This design comes from an exercise in tuning for small area, a short achievable clock period and few clock cycles per item on the open sky130 flow, not from production work. In this exercise RTL edits were held to simulation tests only and were not proved equivalent to the original. No activity file was given, so power comes from the tool's default toggle rates.

==> design/flow/design.v <==
module decconv_pow10_rom (
  input  wire [5:0]   idx,
  output reg  [127:0] pow
);
  always @(*) begin
    case (idx)
      6'd0: pow = 128'h00000000000000000000000000000001;
      6'd1: pow = 128'h0000000000000000000000000000000a;
      6'd2: pow = 128'h00000000000000000000000000000064;
      6'd3: pow = 128'h000000000000000000000000000003e8;
      6'd4: pow = 128'h00000000000000000000000000002710;
      6'd5: pow = 128'h000000000000000000000000000186a0;
      6'd6: pow = 128'h000000000000000000000000000f4240;
      6'd7: pow = 128'h00000000000000000000000000989680;
      6'd8: pow = 128'h00000000000000000000000005f5e100;
      6'd9: pow = 128'h0000000000000000000000003b9aca00;
      6'd10: pow = 128'h000000000000000000000002540be400;
      6'd11: pow = 128'h0000000000000000000000174876e800;
      6'd12: pow = 128'h0000000000000000000000e8d4a51000;
      6'd13: pow = 128'h0000000000000000000009184e72a000;
      6'd14: pow = 128'h000000000000000000005af3107a4000;
      6'd15: pow = 128'h000000000000000000038d7ea4c68000;
      6'd16: pow = 128'h0000000000000000002386f26fc10000;
      6'd17: pow = 128'h0000000000000000016345785d8a0000;
      6'd18: pow = 128'h00000000000000000de0b6b3a7640000;
      6'd19: pow = 128'h00000000000000008ac7230489e80000;
      6'd20: pow = 128'h00000000000000056bc75e2d63100000;
      6'd21: pow = 128'h000000000000003635c9adc5dea00000;
      6'd22: pow = 128'h000000000000021e19e0c9bab2400000;
      6'd23: pow = 128'h000000000000152d02c7e14af6800000;
      6'd24: pow = 128'h000000000000d3c21bcecceda1000000;
      6'd25: pow = 128'h0000000000084595161401484a000000;
      6'd26: pow = 128'h000000000052b7d2dcc80cd2e4000000;
      6'd27: pow = 128'h00000000033b2e3c9fd0803ce8000000;
      6'd28: pow = 128'h00000000204fce5e3e25026110000000;
      6'd29: pow = 128'h00000001431e0fae6d7217caa0000000;
      6'd30: pow = 128'h0000000c9f2c9cd04674edea40000000;
      6'd31: pow = 128'h0000007e37be2022c0914b2680000000;
      6'd32: pow = 128'h000004ee2d6d415b85acef8100000000;
      6'd33: pow = 128'h0000314dc6448d9338c15b0a00000000;
      6'd34: pow = 128'h0001ed09bead87c0378d8e6400000000;
      6'd35: pow = 128'h0013426172c74d822b878fe800000000;
      6'd36: pow = 128'h00c097ce7bc90715b34b9f1000000000;
      6'd37: pow = 128'h0785ee10d5da46d900f436a000000000;
      6'd38: pow = 128'h4b3b4ca85a86c47a098a224000000000;
      default: pow = 128'd0;
    endcase
  end
endmodule
module decconv_enc (
  input  wire         clk,
  input  wire         rst_n,
  input  wire         start,
  input  wire         w128,
  input  wire [5:0]   scale,
  input  wire [127:0] a,
  output wire         busy,
  output reg          done,
  output reg          fault,
  output reg  [5:0]   len,
  output reg  [327:0] text
);
  localparam [2:0] ST_IDLE = 3'd0,
                   ST_DIV  = 3'd1,
                   ST_BCD  = 3'd2,
                   ST_SIGN = 3'd3,
                   ST_INT  = 3'd4,
                   ST_DOT  = 3'd5,
                   ST_FRAC = 3'd6,
                   ST_TRIM = 3'd7;
  reg [2:0]   state;
  reg [7:0]   cnt;
  reg         neg;
  reg [5:0]   s_r;
  reg [127:0] divisor;
  reg [127:0] quo;       
  reg [127:0] rem;
  reg [155:0] q_bcd;     
  reg [151:0] r_bcd;     
  reg         started;   
  assign busy = (state != ST_IDLE);
  wire [127:0] value   = w128 ? a : {{96{a[31]}}, a[31:0]};
  wire         v_neg   = value[127];
  wire [127:0] mag     = v_neg ? (~value + 128'd1) : value;
  wire [5:0]   kmax    = w128 ? 6'd38 : 6'd9;
  wire         bad_s   = (scale > kmax);
  wire [127:0] pow_s;
  decconv_pow10_rom u_rom (.idx(scale), .pow(pow_s));
  wire [127:0] trial   = {rem[126:0], quo[127]};
  wire         ge      = (trial >= divisor);
  wire [127:0] rem_nxt = ge ? (trial - divisor) : trial;
  function [155:0] dabble_q(input [155:0] d);
    integer k;
    begin
      for (k = 0; k < 39; k = k + 1)
        dabble_q[4*k +: 4] = (d[4*k +: 4] >= 4'd5) ? d[4*k +: 4] + 4'd3 : d[4*k +: 4];
    end
  endfunction
  function [151:0] dabble_r(input [151:0] d);
    integer k;
    begin
      for (k = 0; k < 38; k = k + 1)
        dabble_r[4*k +: 4] = (d[4*k +: 4] >= 4'd5) ? d[4*k +: 4] + 4'd3 : d[4*k +: 4];
    end
  endfunction
  wire [155:0] q_adj = dabble_q(q_bcd);
  wire [151:0] r_adj = dabble_r(r_bcd);
  wire [3:0] q_dig    = q_bcd[4*cnt[5:0] +: 4];
  wire [3:0] r_dig    = r_bcd[4*cnt[5:0] +: 4];
  wire [7:0] last_chr = text[8*(len - 6'd1) +: 8];
  always @(posedge clk) begin
    if (!rst_n) begin
      state <= ST_IDLE;
      done  <= 1'b0;
    end else begin
      done <= 1'b0;
      case (state)
        ST_IDLE: begin
          if (start) begin
            text <= 328'd0;
            len  <= 6'd0;
            if (bad_s) begin
              fault <= 1'b1;
              done  <= 1'b1;
            end else begin
              fault   <= 1'b0;
              neg     <= v_neg;
              s_r     <= scale;
              divisor <= pow_s;
              quo     <= mag;
              rem     <= 128'd0;
              cnt     <= 8'd0;
              state   <= ST_DIV;
            end
          end
        end
        ST_DIV: begin
          rem <= rem_nxt;
          quo <= {quo[126:0], ge};
          cnt <= cnt + 8'd1;
          if (cnt == 8'd127) begin
            cnt   <= 8'd0;
            q_bcd <= 156'd0;
            r_bcd <= 152'd0;
            state <= ST_BCD;
          end
        end
        ST_BCD: begin
          q_bcd <= {q_adj[154:0], quo[127]};
          r_bcd <= {r_adj[150:0], rem[127]};
          quo   <= {quo[126:0], 1'b0};
          rem   <= {rem[126:0], 1'b0};
          cnt   <= cnt + 8'd1;
          if (cnt == 8'd127)
            state <= ST_SIGN;
        end
        ST_SIGN: begin
          if (neg) begin
            text[8*len +: 8] <= 8'h2D;
            len <= len + 6'd1;
          end
          started <= 1'b0;
          cnt     <= 8'd38;
          state   <= ST_INT;
        end
        ST_INT: begin
          if (q_dig != 4'd0 || started || cnt == 8'd0) begin
            text[8*len +: 8] <= {4'h3, q_dig};
            len     <= len + 6'd1;
            started <= 1'b1;
          end
          cnt <= cnt - 8'd1;
          if (cnt == 8'd0) begin
            if (s_r != 6'd0 && r_bcd != 152'd0) begin
              state <= ST_DOT;
            end else begin
              done  <= 1'b1;
              state <= ST_IDLE;
            end
          end
        end
        ST_DOT: begin
          text[8*len +: 8] <= 8'h2E;
          len   <= len + 6'd1;
          cnt   <= {2'b00, s_r - 6'd1};
          state <= ST_FRAC;
        end
        ST_FRAC: begin
          text[8*len +: 8] <= {4'h3, r_dig};
          len <= len + 6'd1;
          cnt <= cnt - 8'd1;
          if (cnt == 8'd0)
            state <= ST_TRIM;
        end
        ST_TRIM: begin
          if (last_chr == 8'h30) begin
            text[8*(len - 6'd1) +: 8] <= 8'h00;
            len <= len - 6'd1;
          end else begin
            done  <= 1'b1;
            state <= ST_IDLE;
          end
        end
        default: state <= ST_IDLE;
      endcase
    end
  end
endmodule
==> design/flow/run.sh <==
#!/bin/bash
# synth_recipe.tcl (not shown) runs the flow's synth.tcl, then flattens the netlist and writes it again
# the make line also repeats each setting of config.mk as NAME=value (left out here)
make -C /OpenROAD-flow-scripts/flow DESIGN_CONFIG=/design/flow/config.mk WORK_HOME=/design/flow/orfs CLKGATE_MAP_FILE= SYNTH_SCRIPT=/design/flow/synth_recipe.tcl finish
==> design/flow/config.mk <==
export PLATFORM = sky130hd
export DESIGN_NAME = decconv_enc
export DESIGN_NICKNAME = decconv_enc
export VERILOG_FILES = /design/flow/design.v
export SDC_FILE = /design/flow/constraint.sdc
export NUM_CORES = 4
export LEC_CHECK = 0
export CAP_MARGIN = 20
export CORE_MARGIN = 2
export CORE_UTILIZATION = 40
export SLEW_MARGIN = 20
export SYNTH_MEMORY_MAX_BITS = 16384
==> design/flow/constraint.sdc <==
create_clock -name core_clock -period 10.0 [get_ports {clk}]
set_input_delay 2.0000 -clock core_clock [delete_from_list [all_inputs] [get_ports {clk}]]
set_output_delay 2.0000 -clock core_clock [all_outputs]
set_load 0.01 [all_outputs]
==> flow_summary.ini <==
[layout]
area_growth_pct = 16.5
nNetsFinal = 7585
final_util_pct = 47.0
fin_cells = 9364
drive_gt1_share_pct = 5.53

[critical_path]
path_class = register to register
rrSetupSlack_ps = 3520
crit_fanout = 147
worstPathArrival_ps = 6890
crit_path_end_kind = register
critPathMaxStageDelay_ps = 840
critPathLaunchType = register
path_cells = clkinv_8 -> ha_4 -> nand2_1 -> nor3_1 -> o221ai_1 -> o22ai_1 -> o2111ai_1 -> o31ai_1 -> nor2_1 -> a211oi_2 -> mux2i_1 -> a21o_1 -> nor3_4 -> buf_12 -> buf_16 -> buf_4
cp_slowest_cell = ha_4
worst_ep_required_time_ps = 10410

[drt]
wirelength_mm = 218
vias = 55700
vias_per_cell = 5.95
routedWlPerCell_um = 23.3
drt_iter0_drc = 6133
drc = 0
antenna_left = 0
drt-pass1-iter-count = 6

[sta]
fin_worst_skew_ps = 100
worst_pin_slew_ps = 1180
rsz0062_at_grt = false
relSlewSlack_pct = 20.9
period_share_pct = 64.8
max_clock_freq_mhz = 154
layout_setup_ws_ps = 3520
hold_viol_final = 0
finalCriticalPeriod_ps = 6480
slew_violations = 0
tns_ps = 0
setup_viol = 0

[global_route]
track_usage_pct = 24.6
grt_overflow = 0
grt_pass1_wl_mm = 327
grt_max_degree = 197
antenna_found_initial = 6
first_global_vias = 52600

[power]
p_sw_uw = 6850
p_int_uw = 11200
clkPwrFrac_pct = 25.4
p_leak_uw = 0.0280
fin_total_pwr_uw = 18100
p_per_area_nw_per_um2 = 233
switching_share_pct = 37.9
peakVddDrop_mv = 0.167
p_comb_share_pct = 37.2
pwr-share-seq_pct = 37.4

[job]
drv_cap = 0

[clocking]
root_buffer = clkbuf_16
htreeDepth = 3
cts_tree = yes
ctsHoldBuffers = 0
post_cts_resized = 0
post_cts_buffers = 0
path_clk_slew_ps = 60
insertion_delay_ps = 830
cts_buffers = 119
cts.sinks = 1037
cts_buffer_depth = 3

[place]
pre_cts_ws_ps = 3590
place.gp.congestion = 0.961
io_buffers = 474
hpwlAfterDp_mm = 159
place_inst = 9142

[floorplanning]
die_h_um = 412
start_util_pct = 40.4
die_w_um = 412
fp.dieArea_um2 = 170000
io_pins = 475
rows = 149
placeableCoreArea_um2 = 165000

[synth]
synthTopCellsByArea = edfxtp_1 47%, ha_1 6.9%, a21oi_1 5.0%
synth-warning-count = 2
synth_top_flop_cell = edfxtp_1
synth-edff-count = 1033
ys_types = 95
synth-seq-cells = 1037
syn_area_um2 = 66700
synth.largest_area_cell = edfxtp_1
synth.avg_cell_area_um2 = 9.85
postSynthCellCount = 6770
synth_commonest_cells = 1033 x edfxtp_1, 700 x nor2_1, 672 x a21oi_1, 613 x nand2_1, 481 x o21ai_0
async_reset_ff_share_pct = 0
synth-seq-area-share_pct = 46.7
synth_most_common_cell = edfxtp_1
postSynthNetCount = 7280
synth_top_cell_area_share_pct = 46.5

[status]
status = complete, no violations

[worst_hold_path]
min_path_type = register to register
[final timing paths]
kind	start	endpoint	cells past startpoint
worst max-delay path	len[0]$_SDFFCE_PN0P_	text[37]$_SDFFCE_PN0P_	16
worst min-delay path	quo[100]$_DFFE_PP_	quo[101]$_DFFE_PP_	2
worst max register to register	len[0]$_SDFFCE_PN0P_	text[37]$_SDFFCE_PN0P_	16
worst min register to register	quo[100]$_DFFE_PP_	quo[101]$_DFFE_PP_	2
[per-layer routing]
layer  part of all wire (%)  vias to the layer above  wire length, um  track usage [%]
met5                  0.017                        -               37                0
li1                       -                    25600                -                -
met3                    8.1                      416            17600             4.16
met1                     43                    27300            94200             34.3
met2                     45                     2390            99000             39.0
met4                    3.3                        6             7190             7.97
[critical path: cells and delay by family, from the launching register on]
family | cells | cell delay (ps)
AO/OA/AOI/OAI | 6 | 1380
adder cells (fa/ha/maj) | 1 | 840
buffers and inverters | 4 | 1700
flip-flops | 1 | 470
multiplexers | 1 | 160
AND/OR/NAND/NOR | 4 | 1190
[cell type report]
| type | count | area (um2) |
|---|---|---|
| inverter | 356 | 1360 |
| timing repair buffer | 536 | 5280 |
| antenna | 1 | 2.50 |
| clock inverter | 79 | 998 |
| fill | 15400 | 87500 |
| multi-input combinational | 5025 | 33100 |
| sequential | 1037 | 31100 |
| tap | 2189 | 2740 |
| clock buffer | 141 | 3080 |
[power groups by stage]
stage               combinational, uW  clock (uW)  sequential, uW
finish                           6730        4590            6770
global route                     7310        4810            6840
CTS                              6670        4670            6750
detailed placement               6650           0            6830
global placement                 6590           0            6820
floorplan                        4270           0            6940
[cells in the final DEF, fill, tap and decap left out, drive strengths merged, types with 196 or more instances in the layout]
master / count
a21oi: 672
a22o: 324
clkdlybuf4s50: 471
edfxtp: 1033
ha: 370
inv: 355
nand2: 613
nor2: 701
o21ai: 535
xnor2: 215
xor2: 196
[logic make-up after synthesis]
kind of cell / share of synthesized area (%)
flops: 46.7
fa+ha+maj: 7.01
compound gates: 18.7
buf+inv: 4.04
xor+xnor: 5.40
simple gates: 15.1
mux: 3.12
[metrics by stage]
stage,hold slack [ps],instance area [um2]
4_1_cts,525,77600
6_report,520,77700
2_1_floorplan,484,66800
5_1_grt,539,77700
3_3_place_gp,501,73500
3_5_place_dp,510,73500
[state kept, by name, summed over array words and instances, names as in the netlist]
| register | flops |
|---|---|
| cnt | 8 |
| divisor | 118 |
| done | 1 |
| fault | 1 |
| len | 6 |
| neg | 1 |
| q_bcd | 156 |
| quo | 128 |
| r_bcd | 152 |
| rem | 128 |
| s_r | 6 |
| started | 1 |
| state | 3 |
| text | 328 |
Testbench counts, summed over its fixed seeds: cycles 301,945, items 960.

afterwards: timing with drivers on the ports:
The results above use ideal ports. As a check the final layout listed here was re-extracted and re-timed, cells and wires unchanged.
Step 1 sets driving cells, clkbuf_16 on the clock port and buf_2 on the other inputs (assumed; they add their load-dependent delay and slew).
Step 2 also shifts input and output timing later by t, the mid clock arrival at the registers, as if the neighbouring blocks saw the same clock.
Slacks: ideal / step 1 / step 2; pairs: ideal / step 1.
shift t [ns]: 0.856
setup slack, ns: 3.520 / 3.520 / 3.509
worst hold slack (ns): 0.520 / 0.520 / 0.520
pins driven straight from the clock port: 1
After both steps setup and hold are still met in this run. For this run, drivers alone change the setup slack by 0.000 ns; drivers and shift together by -0.011 ns.
